Context: an optimization exercise on an open-source flow, tuned for small area, a short achievable clock period and few clock cycles. The choices shown serve that exercise and are no tape-out recipe. Function was checked by simulation only, so behaviour that the tests miss may differ from the original. Power figures rest on the tool's default switching activity, not on a simulated workload.

### config.mk
export PLATFORM = sky130hd
export DESIGN_NAME = autd3_cpu
export DESIGN_NICKNAME = autd3_cpu
export VERILOG_FILES = /design/flow/design.v
export SDC_FILE = /design/flow/constraint.sdc
export NUM_CORES = 4
export LEC_CHECK = 0
export CAP_MARGIN = 20
export CORE_MARGIN = 2
export CORE_UTILIZATION = 55
export CTS_BUF_LIST = sky130_fd_sc_hd__clkbuf_8
export CTS_CLUSTER_SIZE = 25
export PLACE_DENSITY = 0.7
export SETUP_SLACK_MARGIN = 5
export SLEW_MARGIN = 20
### constraint.sdc
create_clock -name core_clock -period 9.0 [get_ports {clk}]
set_input_delay 1.8000 -clock core_clock [delete_from_list [all_inputs] [get_ports {clk}]]
set_output_delay 1.8000 -clock core_clock [all_outputs]
set_load 0.01 [all_outputs]
### design.v
module autd3_cpu (
    input  wire        clk,
    input  wire        rst,
    input  wire        frame_valid,
    input  wire        tick_valid,
    output wire        evt_ready,
    output reg  [6:0]  hdr_addr,
    input  wire [7:0]  hdr_data,
    output reg  [7:0]  bulk_addr,
    input  wire [15:0] bulk_data,
    output reg         bus_valid,
    output reg         bus_we,
    output reg  [2:0]  bus_bank,
    output reg  [13:0] bus_addr,
    output reg  [15:0] bus_wdata,
    input  wire        bus_ready,
    input  wire [15:0] bus_rdata,
    input  wire [63:0] dc_now,
    input  wire [63:0] dc_next_start,
    input  wire [63:0] dc_period,
    output reg  [15:0] tx_ack
);
    localparam [63:0] SYNC_GUARD = 64'd200000;
    localparam [1:0] MODE_FULL       = 2'd0;
    localparam [1:0] MODE_PHASE_FULL = 2'd1;
    localparam [1:0] MODE_PHASE_HALF = 2'd2;
    reg s_idle;                 
    reg s_h0, s_h1, s_h2, s_h3;                       
    reg s_cdrv, s_creg;                               
    reg s_drv, s_mhead, s_mbyte, s_mseg, s_mend, s_mcyc, s_mflg;    
    reg s_sbdiv, s_pw, s_pseg, s_gw, s_gseg, s_ssend;               
    reg s_dly;                                        
    reg s_end;                                        
    reg s_trd, s_tcmp, s_tdec, s_twt, s_tinit, s_tinf, s_taw;       
    assign evt_ready = s_idle;
    reg c_clear, c_oper, c_point, c_gain, c_delay, c_vhi;
    reg        f_mb, f_me, f_sb, f_se;
    reg        info_req;
    reg [15:0] ack;             
    reg [7:0]  fpga_flags;
    reg [6:0]  nlen;            
    reg [1:0]  jc;
    reg [30:0] mod_cur;         
    reg [7:0]  mod_carry;
    reg        mod_pending;
    reg [26:0] seq_cur;         
    reg [1:0]  seq_mode;
    reg        seq_pending;
    reg        which;
    reg [63:0] sync_n;
    reg [63:0] now_s;
    reg [1:0]  c_g, c_p;
    reg [7:0]  per_r;
    reg [2:0]  kc;
    reg        tcar;
    wire sf      = ~bus_valid | bus_ready;           
    wire rd_done = bus_valid & ~bus_we & bus_ready;
    wire [6:0] ha_inc = hdr_addr + 7'd1;
    wire [7:0] ba_inc = bulk_addr + 8'd1;
    wire       t_last = (bulk_addr == 8'd248);
    wire [1:0] gain_last = (seq_mode == MODE_PHASE_FULL) ? 2'd1 :
                           (seq_mode == MODE_PHASE_HALF) ? 2'd3 : 2'd0;
    wire       g_last    = (jc == gain_last);
    reg  [3:0]  nib;
    reg  [15:0] gain_word;
    always @* begin
        case (jc)
            2'd0: nib = bulk_data[3:0];
            2'd1: nib = bulk_data[7:4];
            2'd2: nib = bulk_data[11:8];
            default: nib = bulk_data[15:12];
        endcase
        case (seq_mode)
            MODE_PHASE_FULL: gain_word = {8'hFF, jc[0] ? bulk_data[15:8] : bulk_data[7:0]};
            MODE_PHASE_HALF: gain_word = {8'hFF, nib, nib};
            default:         gain_word = bulk_data;
        endcase
    end
    wire [6:0] mlen_end  = (hdr_data > 8'd123) ? 7'd127 : (hdr_data[6:0] + 7'd4);
    wire [6:0] point_len = (bulk_data > 16'd61) ? 7'd61 : bulk_data[6:0];
    wire [30:0] mod_inc = mod_cur + 31'd1;
    wire [26:0] seq_inc = seq_cur + 27'd1;
    wire        m_wrap  = (mod_cur[14:0] == 15'h7FFF);
    wire        m_last  = (hdr_addr == nlen);
    wire        p_k3    = (bulk_addr[1:0] == 2'd3);
    wire        p_wrap  = (seq_cur[10:0] == 11'h7FF);
    wire        p_last  = (bulk_addr[7:2] == nlen[5:0]);
    wire        g_wrap  = (seq_cur[5:0] == 6'h3F);
    wire        n_zero  = (nlen == 7'd0);
    wire        cr_last = (bulk_addr[2:0] == 3'd5);
    reg [7:0] guard_b;
    reg [7:0] per_nx;           
    always @* begin
        case (kc)
            3'd0: begin guard_b = SYNC_GUARD[7:0];   per_nx = dc_period[15:8];  end
            3'd1: begin guard_b = SYNC_GUARD[15:8];  per_nx = dc_period[23:16]; end
            3'd2: begin guard_b = SYNC_GUARD[23:16]; per_nx = dc_period[31:24]; end
            3'd3: begin guard_b = SYNC_GUARD[31:24]; per_nx = dc_period[39:32]; end
            3'd4: begin guard_b = SYNC_GUARD[39:32]; per_nx = dc_period[47:40]; end
            3'd5: begin guard_b = SYNC_GUARD[47:40]; per_nx = dc_period[55:48]; end
            3'd6: begin guard_b = SYNC_GUARD[55:48]; per_nx = dc_period[63:56]; end
            default: begin guard_b = SYNC_GUARD[63:56]; per_nx = dc_period[7:0]; end
        endcase
    end
    wire [9:0] g_sum = {2'b00, now_s[7:0]} + {2'b00, ~sync_n[7:0]} + {2'b00, ~guard_b} + {8'd0, c_g};
    wire [9:0] p_sum = {2'b00, now_s[7:0]} + {2'b00, ~sync_n[7:0]} + {2'b00, ~per_r} + {8'd0, c_p};
    wire [8:0] tsum  = {1'b0, sync_n[7:0]} + {1'b0, per_r} + {8'd0, tcar};
    wire [1:0] kw    = kc[1:0];
    wire rep      = (hdr_data == ack[15:8]);
    wire tick_go  = ~frame_valid & tick_valid;
    wire pend     = mod_pending | seq_pending;
    wire cmd_clear = (hdr_data == 8'h00);
    wire cmd_12    = (hdr_data == 8'h01) | (hdr_data == 8'h02);
    wire cmd_34    = (hdr_data == 8'h03) | (hdr_data == 8'h04);
    wire cmd_oper  = (hdr_data == 8'h05);
    wire cmd_point = (hdr_data == 8'h06);
    wire cmd_gain  = (hdr_data == 8'h07);
    wire cmd_delay = (hdr_data == 8'h08);
    wire h2_rd     = s_h2 & (cmd_34 | (info_req & ~cmd_12));
    wire g3       = s_h3 & sf;
    wire c_none   = ~(c_clear | c_oper | c_point | c_gain | c_delay);
    wire d_clr    = g3 & c_clear;
    wire d_drv    = g3 & c_oper & ~hdr_data[4];
    wire d_mh     = g3 & c_oper & hdr_data[4];
    wire d_sbo    = g3 & (c_point | c_gain) & f_sb;
    wire d_gw     = g3 & c_gain & ~f_sb;
    wire d_pw     = g3 & c_point & ~f_sb & ~n_zero;
    wire d_ptail  = g3 & c_point & ~f_sb & n_zero;
    wire d_dly    = g3 & c_delay;
    wire d_idle   = g3 & c_none;
    wire cd_go    = s_cdrv & sf;
    wire cd_done  = cd_go & t_last;
    wire cr_go    = s_creg & sf;
    wire cr_done  = cr_go & cr_last;
    wire dr_go    = s_drv & sf;
    wire dr_done  = dr_go & t_last;
    wire mh_exit  = s_mhead & (~f_mb | sf);
    wire mh_empty = (hdr_addr == 7'd4) ? (hdr_data == 8'd0) : (nlen == 7'd4);
    wire mb_adv   = s_mbyte & (~mod_cur[0] | sf);
    wire ms_go    = s_mseg & sf;
    wire me_go    = s_mend & sf;
    wire me_car   = me_go & f_me & mod_cur[0];
    wire me_cyc   = me_go & f_me & ~mod_cur[0];
    wire me_flg   = me_go & ~f_me;
    wire mc_go    = s_mcyc & sf;
    wire mf_go    = s_mflg & sf;
    wire sd_go    = s_sbdiv & sf;
    wire sd_pw    = sd_go & c_point & ~n_zero;
    wire pw_go    = s_pw & sf;
    wire pw_rec   = pw_go & p_k3;
    wire ps_go    = s_pseg & sf;
    wire gw_go    = s_gw & sf;
    wire gw_slot  = gw_go & t_last;
    wire gs_go    = s_gseg & sf;
    wire ss_go    = s_ssend & sf;
    wire dl_go    = s_dly & sf;
    wire dl_done  = dl_go & t_last;
    wire en_go    = s_end & sf;
    wire tail_go  = d_ptail | (sd_go & ~sd_pw) | (pw_rec & ~p_wrap & p_last) | (ps_go & p_last) |
                    (gw_slot & ~g_wrap & g_last) | (gs_go & g_last);
    wire redo     = (c_g != 2'd2) | (c_p == 2'd2);
    wire tw_go    = s_twt & sf;
    wire tw_done  = tw_go & (kw == 2'd3);
    wire ti_go    = s_tinit & sf;
    wire tf_go    = s_tinf & sf;
    wire aw_done  = s_taw & rd_done & (bus_addr[1:0] == 2'd0) & ~bus_rdata[{3'b100, which}];
    wire aw_rd    = s_taw & sf & ~aw_done;
    wire aw_next  = aw_done & ~which & seq_pending;
    wire w_drive  = d_clr | d_drv | cd_go | dr_go;            
    wire w_delay  = d_dly | dl_go;                            
    wire w_mod    = (mb_adv & mod_cur[0]) | me_car;           
    wire w_gain   = d_gw | gw_go;                             
    wire w_point  = pw_go;                                    
    wire w_moff   = (d_mh & f_mb) | (s_mhead & f_mb & sf) | ms_go;    
    wire w_mcyc   = me_cyc | mc_go;                           
    wire w_ctrl   = me_flg | mf_go | ti_go | aw_rd;           
    wire w_soff   = d_sbo | ps_go | gs_go;                    
    wire w_sdiv   = sd_go;
    wire w_scyc   = ss_go;
    wire w_sync   = tw_go;
    wire w_creg   = cr_go;
    wire r_info   = (h2_rd & ~cmd_34) | tf_go;
    wire r_ver    = h2_rd & cmd_34;
    wire issue    = w_drive | w_delay | w_mod | w_gain | w_point | w_moff | w_mcyc | w_ctrl |
                    w_soff | w_sdiv | w_scyc | w_sync | w_creg | r_info | r_ver;
    wire is_rd    = r_info | r_ver | aw_rd;
    reg [2:0] clr_off;
    always @* begin
        case (bulk_addr[2:0])
            3'd0:    clr_off = 3'd3;    
            3'd1:    clr_off = 3'd4;    
            3'd2:    clr_off = 3'd5;    
            3'd3:    clr_off = 3'd6;    
            3'd4:    clr_off = 3'd7;    
            default: clr_off = 3'd0;    
        endcase
    end
    wire [2:0] nx_bank = {w_delay, w_drive | w_gain | w_point, w_mod | w_gain | w_point};
    wire [13:0] nx_addr =
        ({14{w_drive | w_delay}} & {6'd0, bulk_addr}) |
        ({14{w_mod}}             & mod_cur[14:1]) |
        ({14{w_gain}}            & {seq_cur[5:0], bulk_addr}) |
        ({14{w_point}}           & {1'b0, seq_cur[10:0], bulk_addr[1:0]}) |
        ({14{w_moff}}            & 14'h0003) |
        ({14{w_mcyc}}            & 14'h0004) |
        ({14{w_soff}}            & 14'h0005) |
        ({14{w_scyc}}            & 14'h0006) |
        ({14{w_sdiv}}            & 14'h0007) |
        ({14{w_sync}}            & {10'd0, 1'b1, which, kw}) |
        ({14{w_creg}}            & {11'd0, clr_off}) |
        ({14{r_info}}            & 14'h0001) |
        ({14{r_ver}}             & 14'h0002);
    wire [15:0] nx_wdata =
        ({16{d_drv | dr_go | w_delay | sd_go | pw_go}} & bulk_data) |
        ({16{w_gain}}                & gain_word) |
        ({16{mb_adv}}                & {hdr_data, mod_carry}) |
        ({16{me_car}}                & {8'h00, mod_carry}) |
        ({16{ms_go}}                 & {1'b0, mod_cur[30:15]}) |
        ({16{w_mcyc}}                & mod_cur[15:0]) |
        ({16{me_flg | mf_go}}        & {8'h00, hdr_data}) |
        ({16{ps_go}}                 & seq_cur[26:11]) |
        ({16{gs_go}}                 & seq_cur[21:6]) |
        ({16{ss_go}}                 & seq_cur[15:0]) |
        ({16{tw_go}}                 & now_s[15:0]) |
        ({16{ti_go}}                 & {6'd0, which, ~which, fpga_flags}) |
        ({16{cr_go & cr_last}}       & 16'h0004);
    wire ha_set2 = s_h0 & ~rep;
    wire ha_set3 = s_h1;
    wire ha_set1 = s_h2 | (mh_exit & mh_empty) | (dr_done & ~f_mb & (nlen == 7'd4)) | (mb_adv & ~m_wrap & m_last) | (ms_go & m_last);
    wire ha_set4 = d_drv | d_mh;
    wire ha_set5 = (s_drv | s_mhead) & (hdr_addr == 7'd4) & ~(mh_exit & mh_empty);
    wire ha_inc1 = (mb_adv & ~m_wrap & ~m_last) | (ms_go & ~m_last);
    wire ha_zero = d_idle | en_go;
    wire ha_ld   = ha_set1 | ha_set2 | ha_set3 | ha_set4 | ha_set5 | ha_inc1 | ha_zero;
    wire [6:0] nx_ha = ({7{ha_set1}} & 7'd1) | ({7{ha_set2}} & 7'd2) | ({7{ha_set3}} & 7'd3) |
                       ({7{ha_set4}} & 7'd4) | ({7{ha_set5}} & 7'd5) | ({7{ha_inc1}} & ha_inc);
    wire ba_set1 = d_clr | d_drv | d_dly | d_sbo | d_gw;
    wire ba_set4 = d_pw | sd_pw;
    wire ba_inc1 = (cd_go & ~t_last) | (cr_go & ~cr_last) | (dr_go & ~t_last) | (dl_go & ~t_last) |
                   (gw_go & ~t_last) | (pw_go & ~(p_k3 & (p_wrap | p_last))) | (ps_go & ~p_last);
    wire ba_zero = cd_done | cr_done | dr_done | dl_done | gw_slot | (sd_go & ~sd_pw) |
                   (pw_rec & ~p_wrap & p_last) | (ps_go & p_last) | ss_go | en_go;
    wire ba_ld   = ba_set1 | ba_set4 | ba_inc1 | ba_zero;
    wire [7:0] nx_ba = ({8{ba_set1}} & 8'd1) | ({8{ba_set4}} & 8'd4) | ({8{ba_inc1}} & ba_inc);
    always @(posedge clk) begin
        if (rst) begin
            s_idle <= 1'b0; s_h0 <= 1'b0; s_h1 <= 1'b0; s_h2 <= 1'b0; s_h3 <= 1'b0;
            s_cdrv <= 1'b1; s_creg <= 1'b0;
            s_drv <= 1'b0; s_mhead <= 1'b0; s_mbyte <= 1'b0; s_mseg <= 1'b0;
            s_mend <= 1'b0; s_mcyc <= 1'b0; s_mflg <= 1'b0;
            s_sbdiv <= 1'b0; s_pw <= 1'b0; s_pseg <= 1'b0; s_gw <= 1'b0; s_gseg <= 1'b0;
            s_ssend <= 1'b0; s_dly <= 1'b0; s_end <= 1'b0;
            s_trd <= 1'b0; s_tcmp <= 1'b0; s_tdec <= 1'b0; s_twt <= 1'b0;
            s_tinit <= 1'b0; s_tinf <= 1'b0; s_taw <= 1'b0;
        end else begin
            s_idle  <= (s_idle & ~frame_valid & ~(tick_go & pend)) | (s_h0 & rep) | d_idle | en_go |
                       (aw_done & ~aw_next);
            s_h0    <= s_idle & frame_valid;
            s_h1    <= s_h0 & ~rep;
            s_h2    <= s_h1;
            s_h3    <= s_h2 | (s_h3 & ~sf);
            s_cdrv  <= d_clr | (s_cdrv & ~cd_done);
            s_creg  <= cd_done | (s_creg & ~cr_done);
            s_drv   <= d_drv | (s_drv & ~dr_done);
            s_mhead <= d_mh | (dr_done & f_mb) | (s_mhead & ~mh_exit);
            s_mbyte <= (dr_done & ~f_mb & (nlen != 7'd4)) | (mh_exit & ~mh_empty) |
                       (s_mbyte & ~(mb_adv & (m_wrap | m_last))) | (ms_go & ~m_last);
            s_mseg  <= (mb_adv & m_wrap) | (s_mseg & ~sf);
            s_mend  <= (dr_done & ~f_mb & (nlen == 7'd4)) | (mh_exit & mh_empty) |
                       (mb_adv & ~m_wrap & m_last) | (ms_go & m_last) | (s_mend & ~sf);
            s_mcyc  <= me_car | (s_mcyc & ~sf);
            s_mflg  <= me_cyc | mc_go | (s_mflg & ~sf);
            s_sbdiv <= d_sbo | (s_sbdiv & ~sf);
            s_pw    <= d_pw | sd_pw | (s_pw & ~(pw_rec & (p_wrap | p_last))) | (ps_go & ~p_last);
            s_pseg  <= (pw_rec & p_wrap) | (s_pseg & ~sf);
            s_gw    <= d_gw | (s_gw & ~(gw_slot & (g_wrap | g_last))) | (gs_go & ~g_last);
            s_gseg  <= (gw_slot & g_wrap) | (s_gseg & ~sf);
            s_ssend <= (tail_go & f_se) | (s_ssend & ~sf);
            s_dly   <= d_dly | (s_dly & ~dl_done);
            s_end   <= (tail_go & ~f_se) | cr_done | me_flg | mf_go | ss_go | dl_done | (s_end & ~sf);
            s_trd   <= (s_idle & ~frame_valid & tick_go & pend) | aw_next;
            s_tcmp  <= s_trd | (s_tcmp & (kc != 3'd7)) | (s_tdec & redo);
            s_tdec  <= s_tcmp & (kc == 3'd7);
            s_twt   <= (s_tdec & ~redo) | (s_twt & ~tw_done);
            s_tinit <= tw_done | (s_tinit & ~sf);
            s_tinf  <= (ti_go & info_req) | (s_tinf & ~sf);
            s_taw   <= (ti_go & ~info_req) | tf_go | (s_taw & ~aw_done);
        end
    end
    always @(posedge clk) begin
        if (rst) begin
            bus_valid <= 1'b0;
        end else begin
            bus_valid <= issue | (bus_valid & ~bus_ready);
        end
        if (issue) begin
            bus_we    <= ~is_rd;
            bus_bank  <= nx_bank;
            bus_addr  <= nx_addr;
            bus_wdata <= nx_wdata;
        end
    end
    always @(posedge clk) begin
        if (rst) begin
            hdr_addr  <= 7'd0;
            bulk_addr <= 8'd0;
        end else begin
            if (ha_ld | ha_zero) hdr_addr  <= nx_ha;
            if (ba_ld)           bulk_addr <= nx_ba;
        end
    end
    always @(posedge clk) begin
        if (s_h1) begin
            f_mb <= hdr_data[0];
            f_me <= hdr_data[1];
            f_sb <= hdr_data[2];
            f_se <= hdr_data[3];
        end else if (d_mh | (s_mhead & sf)) begin
            f_mb <= 1'b0;
        end
        if (s_h2) begin
            c_clear <= cmd_clear;
            c_oper  <= cmd_oper;
            c_point <= cmd_point;
            c_gain  <= cmd_gain;
            c_delay <= cmd_delay;
            c_vhi   <= (hdr_data == 8'h04);
        end
        if (s_h2 | ((s_drv | s_mhead) & (hdr_addr == 7'd4)))
            nlen <= s_h2 ? point_len : mlen_end;
        if (mb_adv & ~mod_cur[0])
            mod_carry <= hdr_data;
        if (s_idle & ~frame_valid & tick_go) which <= ~mod_pending;
        else if (aw_next)                    which <= 1'b1;
        if (rst) begin
            ack         <= 16'd0;
            tx_ack      <= 16'd0;
            info_req    <= 1'b0;
            fpga_flags  <= 8'h04;
            mod_cur     <= 31'd0;
            mod_pending <= 1'b0;
            seq_cur     <= 27'd0;
            seq_mode    <= MODE_FULL;
            seq_pending <= 1'b0;
            jc          <= 2'd0;
        end else begin
            if (s_h0) ack[15:8] <= hdr_data;      
            if (s_h1)
                ack[7:0] <= 8'h00;
            else if (s_h2 & cmd_12)
                ack[7:0] <= hdr_data[0] ? 8'h07 : 8'h01;
            else if (rd_done & (bus_addr[1:0] == 2'd1))
                ack[7:0] <= bus_rdata[7:0];
            else if (rd_done & (bus_addr[1:0] == 2'd2))
                ack[7:0] <= c_vhi ? bus_rdata[15:8] : bus_rdata[7:0];
            if (s_h1) info_req <= hdr_data[5];
            if ((s_idle & ~frame_valid & tick_go & ~pend) | (aw_done & ~aw_next))
                tx_ack <= ack;
            if (d_clr) begin
                fpga_flags  <= 8'h04;
                seq_mode    <= MODE_FULL;
            end else begin
                if (me_flg | mf_go) fpga_flags <= hdr_data;
                if (g3 & c_gain & f_sb) begin
                    if (bulk_data == 16'd1)      seq_mode <= MODE_PHASE_FULL;
                    else if (bulk_data == 16'd2) seq_mode <= MODE_PHASE_HALF;
                    else                         seq_mode <= MODE_FULL;
                end
            end
            if (d_clr | (d_mh & f_mb) | (d_drv & f_mb)) mod_cur <= 31'd0;
            else if (mb_adv)                            mod_cur <= mod_inc;
            if (d_clr | d_sbo)                          seq_cur <= 27'd0;
            else if (pw_rec | gw_slot)                  seq_cur <= seq_inc;
            if (d_clr)                                  mod_pending <= 1'b0;
            else if (w_mcyc)                            mod_pending <= 1'b1;
            else if (aw_done & ~which)                  mod_pending <= 1'b0;
            if (d_clr)                                  seq_pending <= 1'b0;
            else if (ss_go)                             seq_pending <= 1'b1;
            else if (aw_done & which)                   seq_pending <= 1'b0;
            if ((gw_slot & ~g_wrap & g_last) | (gs_go & g_last)) jc <= 2'd0;
            else if ((gw_slot & ~g_wrap) | gs_go)                jc <= jc + 2'd1;
        end
    end
    always @(posedge clk) begin
        if (s_trd | (s_tdec & redo)) begin
            if (s_trd | (c_g == 2'd2)) sync_n <= dc_next_start;
            now_s <= dc_now;
            per_r <= dc_period[7:0];
            c_g   <= 2'd2;
            c_p   <= 2'd2;
            tcar  <= 1'b0;
            kc    <= 3'd0;
        end else if (s_tcmp) begin
            now_s  <= {tsum[7:0], now_s[63:8]};
            sync_n <= {sync_n[7:0], sync_n[63:8]};
            per_r  <= per_nx;
            tcar   <= tsum[8];
            c_g    <= g_sum[9:8];
            c_p    <= p_sum[9:8];
            kc     <= kc + 3'd1;
        end else if (tw_go) begin
            now_s  <= {16'd0, now_s[63:16]};
            kc     <= (kw == 2'd3) ? 3'd0 : kc + 3'd1;
        end
    end
endmodule
### flow/run.sh
#!/bin/bash
# Standard layout, with the port buffers made from sky130_fd_sc_hd__buf_1
# instead of the delay cell buffer_ports picks by default, and timing repair
# aiming at a setup slack of 5.8 ns.
set -euo pipefail
bash standard.sh "BUFFER_PORTS_ARGS=-buffer_cell sky130_fd_sc_hd__buf_1" SETUP_SLACK_MARGIN=5.8 finish > standard_flow.log 2>&1
### standard.sh
#!/bin/bash
# synth_recipe.tcl (not shown) runs the flow's synth.tcl, then flattens the netlist and writes it again
# the make line also repeats each setting of config.mk as NAME=value (left out here)
make -C /OpenROAD-flow-scripts/flow DESIGN_CONFIG=/design/flow/config.mk WORK_HOME=/design/flow/orfs CLKGATE_MAP_FILE= SYNTH_SCRIPT=/design/flow/synth_recipe.tcl "${@:-finish}"
==> run_results.csv, run 1 <==
group,metric,value,unit
status,outcome,"complete, no violations",
finish,layout.nets,2633,
finish,syn2layout_area_growth,17.3,%
worst_setup_path,cp_top_family,"flip-flops",
synthesis,yosysSeqAreaShare,0.481,
grt,grt_max_degree,117,
clock_network,clock_path_buffers,3,
grt,grt_usage,0.326,
timing,slew_violations,0,
drt,wl_per_cell,21.3,um
timing,setup_viol,0,
die,coreArea,0.0336,sq mm
clock_network,cts.clk_slew.worst_paths,0.06,ns
timing,skew,0.0230,ns
worst_setup_path,path_cells,"buf_1",
synthesis,yosys.area_share.simple,0.190,
worst_setup_path,crit_path_end_kind,"output port",
timing,setup_ws,5.78,ns
timing,max_freq,0.310,GHz
synthesis,yosys.cell_types.count,77,
synthesis,synth-main-ff-cell,"edfxtp_1",
timing,rsz0062_at_grt,"yes",
synthesis,synth_top_family_by_area,"simple AND/OR/NAND/NOR gates",
drt,viasPerCell,6.00,
grt,grt_pass1_vias,16400,
worst_setup_path,crit_type,"reg2out",
worst_setup_path,startpoint_type,"flip-flop",
synthesis,synth-xor-area-share,0.0424,
power,power.leakage,8.03,nW
synthesis,ys_warn_count,1,
drt,postRouteWirelength,60.1,mm
die,pin_count,304,
synthesis,syn_nets,2342,
clock_network,cts_htree_levels,2,
worst_setup_path,cpMaxStageDelayCell,"dfxtp_1",
synthesis,synthAdderAreaFrac,0.0492,
worst_setup_path,max_stage_delay,0.60,ns
worst_setup_path,path_max_fanout,6,
synthesis,synthMuxAreaShare,0.0475,
die,rows,67,
grt,overflow,0,
synthesis,synth-seq-cells,354,
grt,antenna_found_initial,2,
synthesis,async_flop_share,0,
clock_network,cts.sinks,354,
clock_network,cts_hold_buf,0,
drt,vias,16900,
timing,hold_violations,0,
drt,ant_nets,0,
place,routabilityCongestion,0.964,
place,dp_hpwl,43.0,mm
finish,layout-drive-gt1-share,0.0906,
hold_path,hold_class,"reg2reg",
grt,grt_pass1_wl,90.4,mm
clock_network,cts_tree,"built",
clock_network,insertion_delay,0.62,ns
finish,final_util,0.657,
timing,worstMarginPinSlew,0.989,ns
worst_setup_path,cp.arrival,1.42,ns
drt,drt_iter0_drc,1827,
synthesis,avgSynthCellArea,9.25,sq um
worst_setup_path,cp_num_buf_inv,1,
place,portBuffers,303,
drt,drc_errors,0,
clock_network,cts_buffers,59,
worst_setup_path,required,7.20,ns
synthesis,synth_edf_count,196,
timing,relSlewSlack,0.338,
synthesis,synthesis.area,0.0188,sq mm
place,dp_slack,4.53,ns
finish,diodes,0,
clock_network,clockRootBuffer,"clkbuf_8",
synthesis,synth_compound_area_frac,0.150,
die,fp.dieW,189,um
die,start_util,0.560,
timing,fin_crit_sh,0.358,
power,ir_worst_vdd,0.113,mV
drt,dr.pass1.iters,8,
timing,period_minus_slack,3.22,ns
power,power_density,150,mW/mm^2
timing,fin_setup_tns,0,ns
die,dieHeight,189,um
synthesis,synthCells,2034,
run,cap_violations,0,
die,die_area,0.0357,sq mm
[state kept, by name (all words and copies together) (netlist names), 2 cells and up]
name and flops:
ack 16, bulk_addr 8, bus_addr 14, bus_bank 3, bus_wdata 16, c_g 2
c_p 2, fpga_flags 8, hdr_addr 7, jc 2, kc 3, mod_carry 8
mod_cur 31, nlen 7, now_s 64, per_r 8, seq_cur 27, seq_mode 2
sync_n 64, tx_ack 16
[layout by cell type (no fill, tap or decap), types with 7 or more instances in the layout]
| master | count |
|---|---|
| o21ai_1 | 13 |
| clkbuf_8 | 71 |
| a21oi_1 | 108 |
| o21ai_0 | 107 |
| xnor2_1 | 39 |
| nor3b_1 | 7 |
| nor2_1 | 176 |
| mux2i_1 | 87 |
| a211oi_1 | 11 |
| nand4_1 | 28 |
| and4_1 | 7 |
| buf_1 | 293 |
| nand3_1 | 54 |
| o211ai_1 | 8 |
| nand2b_1 | 15 |
| nor2b_1 | 13 |
| or3_1 | 14 |
| nor3_1 | 15 |
| nor4_1 | 9 |
| inv_1 | 110 |
| ha_1 | 62 |
| a21o_1 | 10 |
| o2111ai_1 | 10 |
| a221o_1 | 7 |
| a31oi_1 | 12 |
| and3_1 | 12 |
| a222oi_1 | 49 |
| buf_4 | 27 |
| nand2_1 | 393 |
| edfxtp_1 | 196 |
| dfxtp_1 | 156 |
| xor2_1 | 49 |
| a22oi_1 | 20 |
| nor2_2 | 7 |
[what timing repair did]
action	in CTS	in global routing
gates cloned	1	4
endpoints found under the setup margin	273	141
gates resized for setup	55	31
pin swaps	15	23
setup buffers	9	13
hold endpoints to repair	0	0
[per-layer routing]
layer | GRT usage | up-vias | part of all wire
met5 | 0 | - | 0.00022
met4 | 0.160 | 2 | 0.053
met3 | 0.0530 | 192 | 0.077
met2 | 0.562 | 829 | 0.49
met1 | 0.396 | 7997 | 0.38
li1 | - | 7917 | -
[cell usage after synthesis, types with 11 or more instances]
master      n  share of area
a211oi_1   11         0.0044
a21oi_1   114          0.030
a222oi_1   49          0.026
a22oi_1    21         0.0084
a31oi_1    13         0.0043
and3_1     12         0.0040
buf_1      19         0.0038
clkbuf_1   85          0.017
dfxtp_1   158           0.17
edfxtp_1  196           0.31
ha_1       66          0.044
inv_1      82          0.016
mux2i_1    87          0.046
nand2_1   399          0.080
nand2b_1   17         0.0057
nand3_1    56          0.015
nand4_1    28         0.0093
nor2_1    184          0.037
nor2b_1    14         0.0047
nor3_1     18         0.0048
nor4_1     14         0.0047
o21ai_0   119          0.032
or3_1      14         0.0047
xnor2_1    40          0.019
xor2_1     51          0.024
[logic make-up after synthesis]
| family | count (synthesis) |
|---|---|
| buf+inv | 196 |
| simple gates | 804 |
| mux | 89 |
| xor+xnor | 91 |
| fa+ha+maj | 71 |
| flops | 354 |
| compound gates | 429 |
[worst paths after layout]
path         slack, ns  depth (start not counted)           from            end
max               5.78                          1      bus_valid      bus_valid
min               0.47                          2  fpga_flags[5]  fpga_flags[5]
max reg2reg       5.84                         17      sync_n[0]         c_g[0]
min reg2reg       0.47                          2  fpga_flags[5]  fpga_flags[5]
[metrics by stage]
| step | total power [mW] | hold slack [ns] | instance area, sq um | instances |
|---|---|---|---|---|
| detailed placement | 1.98 | 0.453 | 20400 | 2685 |
| global route | 3.42 | 0.479 | 22100 | 2821 |
| floorplan | 1.88 | 0.436 | 19100 | 2034 |
| finish | 3.31 | 0.467 | 22100 | 2821 |
| CTS | 3.32 | 0.462 | 21800 | 2804 |
| global placement | 1.98 | 0.444 | 20400 | 2685 |
[power by group]
group | total (mW) | internal [mW] | leakage [nW] | switching (mW)
registers | 1.73 | 1.71 | 3.11 | 0.0169
clock network | 1.35 | 0.709 | 0.697 | 0.639
logic | 0.236 | 0.0878 | 4.23 | 0.148
[cell type report]
cell class              instances  area [sq um]
clock buffers                  71           977
inverters                      84           315
fillers                      2838         11500
well taps                     448           561
clock inverters                38           153
flip-flops and latches        354          9050
multi-input cells            1487          9500
repair buffers                339          1510
Testbench counts, summed over its fixed seeds: cycles 64,321.
==> inputs of run 2 (changes only) <==
--- a/design.v
+++ b/design.v
@@ -159,7 +159,8 @@
     wire tail_go  = d_ptail | (sd_go & ~sd_pw) | (pw_rec & ~p_wrap & p_last) | (ps_go & p_last) |
                     (gw_slot & ~g_wrap & g_last) | (gs_go & g_last);
     wire redo     = (c_g != 2'd2) | (c_p == 2'd2);
-    wire tw_go    = s_twt & sf;
+    wire td_go    = s_tdec & ~redo & sf;        
+    wire tw_go    = (s_twt & sf) | td_go;
     wire tw_done  = tw_go & (kw == 2'd3);
     wire ti_go    = s_tinit & sf;
     wire tf_go    = s_tinf & sf;
@@ -177,7 +178,7 @@
     wire w_soff   = d_sbo | ps_go | gs_go;                    
     wire w_sdiv   = sd_go;
     wire w_scyc   = ss_go;
-    wire w_sync   = tw_go;
+    wire w_sync   = tw_go;                      
     wire w_creg   = cr_go;
     wire r_info   = (h2_rd & ~cmd_34) | tf_go;
     wire r_ver    = h2_rd & cmd_34;
@@ -281,7 +282,7 @@
             s_trd   <= (s_idle & ~frame_valid & tick_go & pend) | aw_next;
             s_tcmp  <= s_trd | (s_tcmp & (kc != 3'd7)) | (s_tdec & redo);
             s_tdec  <= s_tcmp & (kc == 3'd7);
-            s_twt   <= (s_tdec & ~redo) | (s_twt & ~tw_done);
+            s_twt   <= (s_tdec & ~redo) | (s_twt & ~tw_done);    
             s_tinit <= tw_done | (s_tinit & ~sf);
             s_tinf  <= (ti_go & info_req) | (s_tinf & ~sf);
             s_taw   <= (ti_go & ~info_req) | tf_go | (s_taw & ~aw_done);
==> run 2 against run 1 <==
Still clean on timing, DRC and antenna. Maximum frequency grew 1.2%. Core utilization grew 0.73 points. Non-clock buffer count is 17 higher. Critical path depth grew 10. Sequential cell count is the same. Die area increased by 0.19%. Register-to-register slack worse by 0.02 ns. Critical path type is now in2reg. Critical endpoint is now bus_valid. Largest cell class unchanged.
==> run_results.csv, run 2 <==
group,metric,value,unit
finish,stdcell_count,2826,
die,die_area,0.0358,sq mm
synthesis,synth_top_area_frac,0.312,
clock_network,cts_htree_levels,2,
power,ir_worst_vdd,0.124,mV
finish,layout.nets,2633,
synthesis,ys_top_cells_by_area,"edfxtp_1 (31%), dfxtp_1 (17%), nand2_1 (7.4%)",
grt,grt_pass1_vias,16300,
clock_network,clock_path_buffers,3,
finish,reg_top3,"now_s: 64 flops, sync_n: 64 flops, mod_cur: 31 flops",
hold_path,hold_class,"reg2reg",
timing,max_freq,0.314,GHz
die,pin_count,304,
clock_network,cts_tree,"built",
clock_network,cts_hold_buf,0,
drt,drc_errors,0,
synthesis,ys_warn_count,1,
synthesis,synth-main-ff-cell,"edfxtp_1",
synthesis,yosys.area.top_type,"edfxtp_1",
worst_setup_path,crit_type,"in2reg",
clock_network,cts.clk_slew.worst_paths,0.07,ns
synthesis,yosys.cell_types.count,71,
place,routabilityCongestion,0.955,
worst_setup_path,max_stage_delay,0.23,ns
power,power.leakage,8.17,nW
drt,viasPerCell,6.06,
drt,dr.pass1.iters,7,
grt,grt_max_degree,111,
status,outcome,"complete, no violations",
place,dp_hpwl,43.0,mm
timing,worstMarginPinSlew,1.09,ns
worst_setup_path,path_cells,"clkbuf_4 -> inv_1 -> ha_1 -> nand3_1 -> o21ai_1 -> o21a_1 -> a21oi_2 -> nand3b_1 -> buf_6 -> buf_12 -> o21ba_2",
synthesis,synth_edf_count,196,
place,place_inst,2667,
finish,mostFrequentLayoutCell,"nand2_1",
synthesis,async_flop_share,0,
synthesis,yosysSeqAreaShare,0.480,
clock_network,insertion_delay,0.64,ns
timing,period_minus_slack,3.18,ns
worst_setup_path,path_max_fanout,10,
run,cap_violations,0,
worst_setup_path,crit_path_end_kind,"flip-flop",
timing,skew,0.0383,ns
synthesis,synth-seq-cells,354,
power,power_density,152,mW/mm^2
clock_network,cts.sinks,354,
clock_network,clockRootBuffer,"clkbuf_8",
place,portBuffers,303,
die,coreArea,0.0336,sq mm
drt,drt_iter0_drc,1985,
die,fp.dieW,189,um
drt,wl_per_cell,21.3,um
timing,setup_ws,5.82,ns
worst_setup_path,cpMaxStageDelayCell,"o21a_1",
synthesis,synthTopCellsByCount,"nand2_1 (373), edfxtp_1 (196), nor2_1 (170), dfxtp_1 (158), o21ai_0 (115)",
place,dp_slack,4.62,ns
grt,grt_pass1_wl,90.5,mm
grt,grt_usage,0.325,
synthesis,synthesis.area,0.0188,sq mm
timing,fin_setup_tns,0,ns
die,start_util,0.561,
synthesis,yosysMostFrequentCell,"nand2_1",
grt,overflow,0,
die,rows,67,
worst_setup_path,startpoint_type,"input port",
synthesis,avgSynthCellArea,9.29,sq um
synthesis,synthCells,2028,
finish,layout-drive-gt1-share,0.0968,
worst_setup_path,cp.arrival,3.71,ns
timing,rsz0062_at_grt,"yes",
drt,ant_nets,0,
clock_network,cts_buffers,60,
drt,vias,17100,
timing,hold_violations,0,
timing,relSlewSlack,0.271,
worst_setup_path,required,9.53,ns
finish,postLayoutCellArea,0.0223,sq mm
synthesis,syn_nets,2336,
place,placed_area,0.0203,sq mm
finish,final_cell_mix,"nand2_1 (371), buf_1 (294), edfxtp_1 (196), nor2_1 (166), dfxtp_1 (153)",
timing,setup_viol,0,
timing,slew_violations,0,
drt,postRouteWirelength,60.1,mm
finish,syn2layout_area_growth,18.4,%
grt,antenna_found_initial,9,
timing,fin_crit_sh,0.354,
die,dieHeight,189,um
-- run 2: cell count changes in the layout (fill, tap and decap cells not counted), moves of 8 or more --
cell / before / now
buf_4: 27 / 38
a22oi_1: 20 / 44
nor2_1: 176 / 166
a221oi_1: 3 / 18
or3_1: 14 / 6
nand2_1: 393 / 371
a222oi_1: 49 / 35
-- run 2: cell type report --
class	count	area (sq um)
well taps	448	561
flip-flops and latches	354	9060
repair buffers	356	1760
multi-input cells	1476	9500
inverters	77	289
clock buffers	69	950
fillers	2859	11300
diodes	3	7.51
clock inverters	43	198
-- run 2: repair_timing --
action | 4_1_cts | 5_1_grt
gates cloned | 4 | 3
pin swaps | 9 | 34
gates resized for setup | 50 | 60
endpoints found under the setup margin | 155 | 157
setup buffers | 16 | 20
-- run 2: per-layer routing --
| metal | global-route usage | share of wire |
|---|---|---|
| met5 | 0 | 0.0013 |
| met2 | 0.556 | 0.49 |
| met1 | 0.405 | 0.38 |
| met3 | 0.0658 | 0.095 |
| met4 | 0.129 | 0.043 |
-- run 2: path summary, 6_finish.rpt --
check             cells after the start  slack, ns           from            end
hold / removal                        2       0.47  fpga_flags[7]  fpga_flags[7]
setup / recovery                     11       5.82    hdr_data[3]      bus_valid
setup reg to reg                     15       5.82       now_s[1]         c_p[0]
hold reg to reg                       2       0.47  fpga_flags[7]  fpga_flags[7]
-- run 2: worst max-delay path, delay by kind of cell --
kind                       cells  cell delay (ns)
and+or+nand+nor                2             0.30
AOI/OAI and AO/OA              4             0.77
buffers and inverters          4             0.63
adders and majority gates      1             0.20
-- run 2: cells by family after synthesis --
kind of cell / synth area share
compound gates: 0.151
xor+xnor: 0.0437
fa+ha+maj: 0.0491
buf+inv: 0.0404
flops: 0.480
mux: 0.0468
simple gates: 0.189
-- run 2: stage by stage --
step           power, mW  utilization  hold WS (ns)
6_report            3.40        0.664         0.465
5_1_grt             3.50        0.664         0.486
4_1_cts             3.40        0.651         0.463
3_5_place_dp        2.01        0.604         0.455
3_3_place_gp        2.01        0.604         0.446
2_1_floorplan       1.91            -         0.436
-- run 2: power by group --
| part | switching [mW] | total (mW) | internal (mW) |
|---|---|---|---|
| Clock | 0.656 | 1.38 | 0.723 |
| Combinational | 0.164 | 0.279 | 0.114 |
| Sequential | 0.0230 | 1.74 | 1.72 |
| Total | 0.843 | 3.40 | 2.55 |
Testbench counts of run 2, summed over its fixed seeds: cycles 64,257.
==> inputs of run 3 (changes only) <==
==> flow/run.sh (replaced) <==
#!/bin/bash
# Standard layout, with the port buffers made from sky130_fd_sc_hd__buf_1
# instead of the delay cell buffer_ports picks by default, and timing repair
# aiming at a setup slack of 5.6 ns.
set -euo pipefail
bash standard.sh "BUFFER_PORTS_ARGS=-buffer_cell sky130_fd_sc_hd__buf_1" SETUP_SLACK_MARGIN=5.6 finish > standard_flow.log 2>&1
==> run 3 against run 2 <==
Still clean on timing, DRC and antenna. Clock power grew 4%. Synthesized cell count is the same. Register-to-register slack lost 0.11 ns. First-iteration DRC count shrank 1.7%. Worst hold slack lost 0.0085 ns. Sequential share of layout area grew 0.84 points. Global-route usage shrank 0.14 points. Core utilization shrank 1.4 points. Critical endpoint is now hdr_addr[5]. Highest routed layer unchanged.
==> run_results.csv, run 3 <==
group,metric,value,unit
clock_network,cts.clk_slew.worst_paths,0.06,ns
finish,seqCellArea,0.00905,sq mm
finish,final_cell_mix,"nand2_1 (372), buf_1 (297), edfxtp_1 (196), nor2_1 (167), dfxtp_1 (156)",
clock_network,cts.sinks,354,
synthesis,synth-main-ff-cell,"edfxtp_1",
worst_setup_path,max_stage_delay,0.33,ns
timing,setup_viol,0,
worst_setup_path,path_max_fanout,11,
clock_network,cts_htree_levels,2,
grt,grt_pass1_vias,16100,
timing,fin_crit_sh,0.374,
timing,period_minus_slack,3.37,ns
clock_network,clockRootBuffer,"clkbuf_8",
drt,dr.pass1.iters,12,
die,fp.dieW,189,um
synthesis,syn_nets,2336,
timing,slew_violations,0,
synthesis,avgSynthCellArea,9.29,sq um
drt,postRouteWirelength,59.5,mm
place,routabilityCongestion,0.948,
hold_path,hold_class,"reg2reg",
drt,drt_iter0_drc,1952,
drt,drc_errors,0,
finish,reg_top3,"now_s: 64 flops, sync_n: 64 flops, mod_cur: 31 flops",
synthesis,synthTopCellsByCount,"nand2_1 (373), edfxtp_1 (196), nor2_1 (170), dfxtp_1 (158), o21ai_0 (115)",
synthesis,synth-seq-cells,354,
finish,layout-drive-gt1-share,0.0790,
die,die_area,0.0358,sq mm
die,dieHeight,189,um
status,outcome,"complete, no violations",
synthesis,yosysMostFrequentCell,"nand2_1",
drt,wl_per_cell,21.2,um
worst_setup_path,path_cells,"buf_1 -> nand3b_1 -> and2_1 -> o21ai_0 -> a21boi_2 -> buf_4 -> nor3_2 -> nand3_1 -> a311oi_1",
synthesis,yosys.cell_types.count,71,
die,pin_count,304,
worst_setup_path,crit_type,"in2reg",
timing,worstMarginPinSlew,1.08,ns
clock_network,cts_buffers,59,
synthesis,ys_warn_count,1,
clock_network,clock_path_buffers,3,
place,placed_area,0.0203,sq mm
worst_setup_path,cp.arrival,3.89,ns
timing,fin_setup_tns,0,ns
grt,grt_pass1_wl,90.0,mm
worst_setup_path,r2r_slack,5.71,ns
place,dp_hpwl,43.4,mm
finish,fillers,2879,
synthesis,yosys.area.top_type,"edfxtp_1",
worst_setup_path,required,9.53,ns
drt,route.met2.wl,29.2,mm
drt,ant_nets,0,
finish,postLayoutCellArea,0.0219,sq mm
grt,grt_usage,0.324,
clock_network,cts_tree,"built",
timing,skew,0.0244,ns
die,coreArea,0.0336,sq mm
worst_setup_path,crit_end,"hdr_addr[5]",
worst_setup_path,startpoint_type,"input port",
timing,setup_ws,5.63,ns
drt,viasPerCell,6.00,
synthesis,synthCells,2028,
worst_setup_path,cpMaxStageDelayCell,"and2_1",
synthesis,synthesis.area,0.0188,sq mm
worst_setup_path,crit_path_end_kind,"flip-flop",
finish,syn2layout_area_growth,16.0,%
drt,vias,16800,
power,power_density,157,mW/mm^2
finish,mostFrequentLayoutCell,"nand2_1",
die,start_util,0.561,
drt,highest_layer,"met5",
finish,layout.nets,2613,
synthesis,synth_top_area_frac,0.312,
clock_network,insertion_delay,0.63,ns
power,power.leakage,7.94,nW
worst_setup_path,r2r-end,"c_g[1]",
grt,antenna_found_initial,7,
drt,met3_length,5.12,mm
synthesis,synth_edf_count,196,
run,cap_violations,0,
drt,met1Wirelength,22.9,mm
worst_setup_path,ff2ff_path_depth,15,
die,rows,67,
timing,hold_violations,0,
place,dp_slack,4.09,ns
grt,overflow,0,
grt,grt_max_degree,98,
timing,rsz0062_at_grt,"yes",
worst_setup_path,crit_path_start,"bus_ready",
timing,max_freq,0.297,GHz
synthesis,yosysSeqAreaShare,0.480,
power,ir_worst_vdd,0.116,mV
synthesis,ys_top_cells_by_area,"edfxtp_1 (31%), dfxtp_1 (17%), nand2_1 (7.4%)",
worst_setup_path,reg2reg_from,"sync_n[1]",
synthesis,async_flop_share,0,
place,portBuffers,303,
finish,multi_input_area,0.00930,sq mm
timing,relSlewSlack,0.281,
clock_network,cts_hold_buf,0,
==> run 3: worst min path at each step <==
stage                    endpoint     startpoint  depth (start not counted)
floorplan           fpga_flags[7]  fpga_flags[7]                          2
global placement             s_h0         s_idle                          2
detailed placement  fpga_flags[5]  fpga_flags[5]                          2
global route        fpga_flags[1]  fpga_flags[1]                          2
CTS                 fpga_flags[5]  fpga_flags[5]                          2
finish              fpga_flags[5]  fpga_flags[5]                          2
==> run 3: final cells by class <==
type	instances	area share
Timing Repair Buffer	338	0.0659
Clock buffer	72	0.0453
Inverter	77	0.0132
Multi-Input combinational cell	1475	0.425
Sequential cell	354	0.414
Clock inverter	39	0.00979
Tap cell	448	0.0256
Antenna cell	4	0.000458
==> run 3: cell families (layout without fill, tap and decap cells) <==
group           Yosys count  after routing  share of synthesized area
compound gates          435            435                      0.151
buf+inv                 199            526                     0.0404
mux                      88             88                     0.0468
xor+xnor                 94             94                     0.0437
other cells               0              4                          0
flops                   354            354                      0.480
simple gates            787            787                      0.189
fa+ha+maj                71             71                     0.0491
==> run 3: per-stage QoR <==
step	std cells	utilization	hold WS (ns)	power (mW)
floorplan	2028	-	0.436	1.91
global placement	2673	0.604	0.444	2.01
detailed placement	2673	0.604	0.449	2.01
CTS	2795	0.645	0.458	3.44
global route	2804	0.650	0.485	3.54
finish	2807	0.650	0.457	3.43
==> run 3: layer usage <==
metal / global-route usage / up-vias
li1: - / 7871
met4: 0.127 / 6
met3: 0.0586 / 153
met5: 0 / -
met2: 0.559 / 866
met1: 0.403 / 7939
==> run 3: critical path, delay by kind of cell <==
family	cells	cell delay (ns)
buffers and inverters	2	0.34
AO/OA/AOI/OAI	3	0.68
AND/OR/NAND/NOR	4	1.06
==> run 3: what timing repair did <==
action                                  CTS  global route
setup buffers                            11             8
endpoints found under the setup margin  121           178
pin swaps                                 2             9
cloned                                    0             0
gates resized for setup                  19            29
==> run 3: where the power goes <==
part / switching, mW / internal (mW)
combinational: 0.156 / 0.0973
sequential: 0.0235 / 1.72
clock: 0.664 / 0.779
==> inputs of run 4 (changes only) <==
==> flow/run.sh (replaced) <==
#!/bin/bash
# Standard layout, with the port buffers made from sky130_fd_sc_hd__buf_1
# instead of the delay cell buffer_ports picks by default, and timing repair
# aiming at a setup slack of 6.0 ns.
set -euo pipefail
bash standard.sh "BUFFER_PORTS_ARGS=-buffer_cell sky130_fd_sc_hd__buf_1" SETUP_SLACK_MARGIN=6.0 finish > standard_flow.log 2>&1
==> run 4 against run 3 <==
Clock-buffer cell count fell by 8. Clock skew rose by 0.0052 ns. Setup slack improved by 0.056 ns. First-iteration DRC count rose by 3.5%. Synthesized cell count did not move. Sequential power barely moved. Cell count rose by 1.7%. Clock power barely moved. Sequential share of layout area fell by 1.7 points. Global-route usage rose by 1.1 points. Non-clock buffer count rose by 51. Sequential cell count did not move. Largest cell class unchanged. Largest power group unchanged.
==> run_results.csv, run 4 <==
group,metric,value,unit
worst_setup_path,required,9.51,ns
finish,syn2layout_area_growth,21.6,%
synthesis,synth_edf_count,196,
place,placed_area,0.0205,sq mm
synthesis,synth-seq-cells,354,
power,power_density,150,mW/mm^2
clock_network,clock_path_buffers,3,
timing,relSlewSlack,0.310,
finish,final_util,0.682,
grt,grt_pass1_vias,16600,
timing,setup_viol,0,
synthesis,synthCells,2028,
timing,worstMarginPinSlew,1.04,ns
synthesis,synth_compound_area_frac,0.151,
finish,stdcell_count,2855,
clock_network,cts.sinks,354,
grt,grt_usage,0.335,
synthesis,ys_top_cells_by_area,"edfxtp_1 (31%), dfxtp_1 (17%), nand2_1 (7.4%)",
die,rows,67,
place,place_inst,2669,
worst_setup_path,crit_type,"reg2reg",
grt,overflow,0,
hold_path,hold_class,"reg2reg",
die,coreArea,0.0336,sq mm
clock_network,cts.clk_slew.worst_paths,0.06,ns
place,portBuffers,303,
synthesis,synth_top_area_frac,0.312,
drt,dr.pass1.iters,8,
drt,viasPerCell,6.03,
synthesis,yosysSeqAreaShare,0.480,
place,dp_slack,4.13,ns
synthesis,synthMuxAreaShare,0.0468,
synthesis,synthesis.area,0.0188,sq mm
worst_setup_path,cp.arrival,3.82,ns
status,outcome,"complete, no violations",
drt,ant_nets,0,
grt,grt_pass1_wl,92.3,mm
die,dieHeight,189,um
synthesis,synthAdderAreaFrac,0.0491,
place,routabilityCongestion,0.945,
timing,slew_violations,0,
power,ir_worst_vdd,0.124,mV
grt,antenna_found_initial,8,
clock_network,insertion_delay,0.67,ns
die,start_util,0.561,
drt,vias,17200,
place,dp_hpwl,43.5,mm
timing,fin_crit_sh,0.368,
die,die_area,0.0358,sq mm
timing,setup_ws,5.69,ns
drt,postRouteWirelength,61.6,mm
synthesis,yosys.area.top_type,"edfxtp_1",
timing,skew,0.0297,ns
finish,final_cell_mix,"nand2_1 (367), buf_1 (249), edfxtp_1 (196), nor2_1 (163), dfxtp_1 (139)",
finish,layout-drive-gt1-share,0.144,
clock_network,cts_htree_levels,2,
timing,period_minus_slack,3.31,ns
timing,hold_violations,0,
synthesis,synth-xor-area-share,0.0437,
synthesis,syn_nets,2336,
synthesis,avgSynthCellArea,9.29,sq um
drt,drt_iter0_drc,2021,
finish,layout.nets,2666,
clock_network,clockRootBuffer,"clkbuf_8",
finish,reg_top3,"now_s: 64 flops, sync_n: 64 flops, mod_cur: 31 flops",
worst_setup_path,path_max_fanout,2,
synthesis,yosys.area_share.simple,0.189,
synthesis,synthTopCellsByCount,"nand2_1 (373), edfxtp_1 (196), nor2_1 (170), dfxtp_1 (158), o21ai_0 (115)",
run,cap_violations,0,
finish,seqCellArea,0.00911,sq mm
timing,max_freq,0.302,GHz
worst_setup_path,startpoint_type,"flip-flop",
synthesis,synth-main-ff-cell,"edfxtp_1",
drt,drc_errors,0,
finish,fillers,2748,
synthesis,synth_top_family_by_area,"simple AND/OR/NAND/NOR gates",
timing,fin_setup_tns,0,ns
synthesis,yosysMostFrequentCell,"nand2_1",
synthesis,ys_warn_count,1,
finish,mostFrequentLayoutCell,"nand2_1",
finish,postLayoutCellArea,0.0229,sq mm
clock_network,cts_buffers,59,
grt,grt_max_degree,116,
die,fp.dieW,189,um
timing,rsz0062_at_grt,"yes",
power,power.leakage,8.52,nW
synthesis,async_flop_share,0,
clock_network,cts_tree,"built",
drt,wl_per_cell,21.6,um
die,pin_count,304,
worst_setup_path,crit_path_end_kind,"flip-flop",
finish,multi_input_area,0.00967,sq mm
synthesis,yosys.cell_types.count,71,
==> run 4: logic make-up after synthesis <==
family	count (synthesis)
compound gates	435
xor+xnor	94
fa+ha+maj	71
flops	354
buf+inv	199
simple gates	787
mux	88
==> run 4: critical path, cell delays in order (launching register included) <==
cell       delay (ns)
edfxtp_1         0.50
ha_2             0.26
inv_2            0.04
fa_2             0.34
nor2b_1          0.12
o21ai_1          0.07
nand2_1          0.11
a21o_1           0.15
a21o_1           0.19
xor2_2           0.21
buf_4            0.16
ha_4             0.19
ha_4             0.17
a2111oi_4        0.28
a21oi_2          0.12
a21oi_1          0.16
o21ai_1          0.09
==> run 4: worst paths after layout <==
kind	start	to	slack, ns	depth (start not counted)
max reg2reg	now_s[0]	c_g[1]	5.69	16
max	now_s[0]	c_g[1]	5.69	16
min	fpga_flags[7]	fpga_flags[7]	0.46	2
min reg2reg	fpga_flags[7]	fpga_flags[7]	0.46	2
==> run 4: layout make-up <==
class / instances / area share
clock buffer: 64 / 0.0384
inverter: 77 / 0.0126
antenna: 3 / 0.000328
tap: 448 / 0.0245
clock inverter: 43 / 0.0114
multi-input combinational: 1477 / 0.422
sequential: 354 / 0.398
timing repair buffer: 389 / 0.0930
==> run 4: report_power, final <==
part | internal, mW | switching, mW
registers | 1.71 | 0.0201
logic | 0.126 | 0.173
clock network | 0.738 | 0.675
total | 2.58 | 0.868
==> run 4: repair_timing <==
item | in CTS | in global routing
cloned | 5 | 4
buffers inserted | 46 | 21
pin swaps | 32 | 26
gates resized for setup | 129 | 76
endpoints found under the setup margin | 337 | 316
hold endpoints to repair | 0 | 0
hold buffers | 0 | 0
==> run 4: metal layers <==
metal,part of all wire,vias to the layer above,track usage
li1,-,7984,-
met1,0.37,8124,0.403
met2,0.48,900,0.567
met3,0.090,187,0.0680
met4,0.050,8,0.176
met5,0.00084,-,0
==> run 4: per-stage QoR <==
step	total power, mW	hold WS [ns]
2_1_floorplan	1.91	0.433
3_3_place_gp	2.01	0.447
3_5_place_dp	2.02	0.451
4_1_cts	3.44	0.460
5_1_grt	3.55	0.488
6_report	3.44	0.459
==> inputs of run 5 (changes only) <==
==> flow/run.sh (replaced) <==
#!/bin/bash
# Standard layout, with the port buffers made from sky130_fd_sc_hd__buf_1
# instead of the delay cell buffer_ports picks by default, and timing repair
# aiming at a setup slack of 5.9 ns.
set -euo pipefail
bash standard.sh "BUFFER_PORTS_ARGS=-buffer_cell sky130_fd_sc_hd__buf_1" SETUP_SLACK_MARGIN=5.9 finish > standard_flow.log 2>&1
==> run 5 against run 4 <==
Total power up 0.39%. Non-clock buffer count down 32. Sequential cell count did not move. Cell count down 1.1%.
==> run_results.csv, run 5 <==
group,metric,value,unit
drt,postRouteWirelength,59.6,mm
finish,layout-drive-gt1-share,0.105,
die,fp.dieW,189,um
timing,rsz0062_at_grt,"yes",
finish,layout.nets,2634,
drt,viasPerCell,6.01,
clock_network,clockRootBuffer,"clkbuf_8",
timing,whs,0.457,ns
grt,grt_max_degree,117,
worst_setup_path,path_max_fanout,3,
drt,vias,17000,
synthesis,ys_warn_count,1,
timing,slew_violations,0,
synthesis,synth-main-ff-cell,"edfxtp_1",
worst_setup_path,r2r_slack,5.77,ns
synthesis,yosys.area.top_type,"edfxtp_1",
timing,worstMarginPinSlew,1.08,ns
clock_network,clock_path_buffers,3,
die,coreArea,0.0336,sq mm
finish,final_cell_mix,"nand2_1 (369), buf_1 (297), edfxtp_1 (196), nor2_1 (164), dfxtp_1 (144)",
place,routabilityCongestion,0.950,
timing,setup_viol,0,
timing,fin_crit_sh,0.359,
synthesis,synth_edf_count,196,
clock_network,cts_buffers,60,
timing,fin_setup_tns,0,ns
finish,mostFrequentLayoutCell,"nand2_1",
synthesis,synthTopCellsByCount,"nand2_1 (373), edfxtp_1 (196), nor2_1 (170), dfxtp_1 (158), o21ai_0 (115)",
clock_network,cts.sinks,354,
grt,overflow,0,
timing,period_minus_slack,3.23,ns
synthesis,avgSynthCellArea,9.29,sq um
grt,grt_util_met1,0.406,
finish,syn2layout_area_growth,18.4,%
die,die_area,0.0358,sq mm
timing,relSlewSlack,0.278,
worst_setup_path,crit_type,"reg2reg",
timing,max_freq,0.310,GHz
grt,antenna_found_initial,8,
clock_network,cts_htree_levels,2,
status,outcome,"complete, no violations",
synthesis,syn_nets,2336,
die,pin_count,304,
timing,skew,0.0353,ns
run,cap_violations,0,
synthesis,yosysSeqAreaShare,0.480,
drt,wl_per_cell,21.1,um
clock_network,cts_tree,"built",
clock_network,insertion_delay,0.63,ns
worst_setup_path,cp.arrival,3.72,ns
clock_network,cts_hold_buf,0,
power,power.leakage,8.11,nW
synthesis,synthesis.area,0.0188,sq mm
drt,dr.pass1.iters,9,
synthesis,async_flop_share,0,
grt,grt_usage,0.321,
worst_setup_path,crit_path_end_kind,"flip-flop",
die,rows,67,
finish,fillers,2777,
synthesis,yosys.cell_types.count,71,
clock_network,cts.clk_slew.worst_paths,0.07,ns
grt,grt_use_met2,0.535,
synthesis,synth-seq-cells,354,
drt,ant_nets,0,
grt,grt_use_met3,0.0625,
power,ir_worst_vdd,0.116,mV
power,power_density,155,mW/mm^2
grt,gr-max-usage-layer,"met2",
synthesis,yosysMostFrequentCell,"nand2_1",
worst_setup_path,ff2ff_path_depth,15,
drt,drt_iter0_drc,1848,
worst_setup_path,startpoint_type,"flip-flop",
grt,grt_pass1_wl,89.3,mm
synthesis,synthCells,2028,
synthesis,ys_top_cells_by_area,"edfxtp_1 (31%), dfxtp_1 (17%), nand2_1 (7.4%)",
timing,hold_violations,0,
die,start_util,0.561,
finish,reg_top3,"now_s: 64 flops, sync_n: 64 flops, mod_cur: 31 flops",
place,portBuffers,303,
grt,grt_pass1_vias,16000,
hold_path,hold_class,"reg2reg",
synthesis,synth_top_area_frac,0.312,
drt,drc_errors,0,
die,dieHeight,189,um
worst_setup_path,required,9.49,ns
hold_path,min_path_cells,2,
place,dp_hpwl,42.6,mm
## run 5: cell counts after synthesis
Identical to the previous run, type by type.
## run 5: layout make-up
class	instances	area, sq um	share of cell area
Clock inverter	47	305	0.0137
Sequential cell	354	9080	0.407
Inverter	77	289	0.0129
Clock buffer	64	881	0.0395
Timing Repair Buffer	357	1700	0.0763
Antenna cell	1	2.50	0.000112
Multi-Input combinational cell	1476	9500	0.426
Tap cell	448	561	0.0251
## run 5: cells by family after synthesis
kind of cell / Yosys count / synth area share
DFF: 354 / 0.480
xor gates and xnor gates: 94 / 0.0437
and+or+nand+nor: 787 / 0.189
AOI/OAI and AO/OA: 435 / 0.151
buffers and inverters: 199 / 0.0404
adders and majority gates: 71 / 0.0491
muxes: 88 / 0.0468
## run 5: routing by layer
| layer | vias to the layer above | wire (um) | share of wire |
|---|---|---|---|
| li1 | 7902 | - | - |
| met1 | 7988 | 23400 | 0.39 |
| met2 | 890 | 28300 | 0.47 |
| met3 | 189 | 5100 | 0.086 |
| met4 | 14 | 2750 | 0.046 |
| met5 | - | 90 | 0.0015 |
## run 5: final timing paths
kind / startpoint / to
min: fpga_flags[7] / fpga_flags[7]
min reg2reg: fpga_flags[7] / fpga_flags[7]
max reg2reg: now_s[1] / c_p[0]
max: now_s[1] / c_p[0]
## run 5: stage by stage
step                      power (mW)  worst slack, ns  cells  instance area, sq um   util
after CTS                       3.45             5.73   2803                 22000  0.654
final                           3.46             5.77   2824                 22300  0.664
after floorplan                 1.91             4.73   2028                 19200      -
after detailed placement        2.01             4.04   2670                 20400  0.607
after global routing            3.56             5.66   2824                 22300  0.664
after global placement          2.01             4.10   2670                 20400  0.607
## run 5: repair_timing
action / 4_1_cts / 5_1_grt
setup buffers: 19 / 16
gates resized for setup: 60 / 37
hold endpoints to repair: 0 / 0
gates cloned: 3 / 3
setup endpoints to repair: 179 / 221
pin swaps: 27 / 29
## run 5: worst max-delay path: stages (launching register included)
cell and delay, ns:
edfxtp_1 0.46, ha_1 0.32, a21o_1 0.14, a21oi_2 0.07
nand2b_1 0.16, a21boi_1 0.27, nor2_2 0.09, xnor2_2 0.24
ha_1 0.29, ha_1 0.35, nand3_1 0.09, nand2_1 0.07
a41oi_2 0.19, a21oi_2 0.11, xnor2_1 0.18, o22ai_1 0.09
## run 5: power breakdown
part	leakage, nW	internal [mW]	switching (mW)
Clock	0.681	0.773	0.675
Sequential	3.13	1.71	0.0224
Combinational	4.30	0.111	0.161

-- afterwards: timing with drivers on the ports --
In the flow no input, the clock included, has a driving cell. The finished layouts below were timed again as built, in two steps. Step 1 (the two cells are an assumption about what drives the block):
set clk [get_ports {clk}]
set_driving_cell -lib_cell sky130_fd_sc_hd__clkbuf_16 $clk
set_driving_cell -lib_cell sky130_fd_sc_hd__buf_2 [delete_from_list [all_inputs] $clk]
Step 2 adds t to the input delays and takes it off the output delays; t is the mean of the earliest and latest rising clock arrival at the registers after step 1. Input paths then give back, and output paths get back, about the clock's delay inside the block. a / b / c = no drivers / after step 1 / after step 2; a / b = the first two.
run | shift t [ns] | setup WS [ns] | latest minus earliest clock arrival (ns) | slew at the worst register clock pin (ns)
run 1 | 0.665 | 5.779 / 5.726 / 5.184 | 0.024 / 0.024 | 0.07 / 0.07
run 2 | 0.673 | 5.817 / 5.782 / 5.127 | 0.045 / 0.045 | 0.07 / 0.07
run 3 | 0.669 | 5.635 / 5.664 / 4.996 | 0.025 / 0.025 | 0.07 / 0.07
run 4 | 0.709 | 5.691 / 5.691 / 5.063 | 0.029 / 0.030 | 0.07 / 0.07
run 5 | 0.667 | 5.772 / 5.772 / 5.120 | 0.036 / 0.036 | 0.07 / 0.07
After both steps setup and hold are still met in every run listed. The setup slack of run 2, which loses most, moves by -0.035 ns with the drivers and by -0.690 ns with both steps.
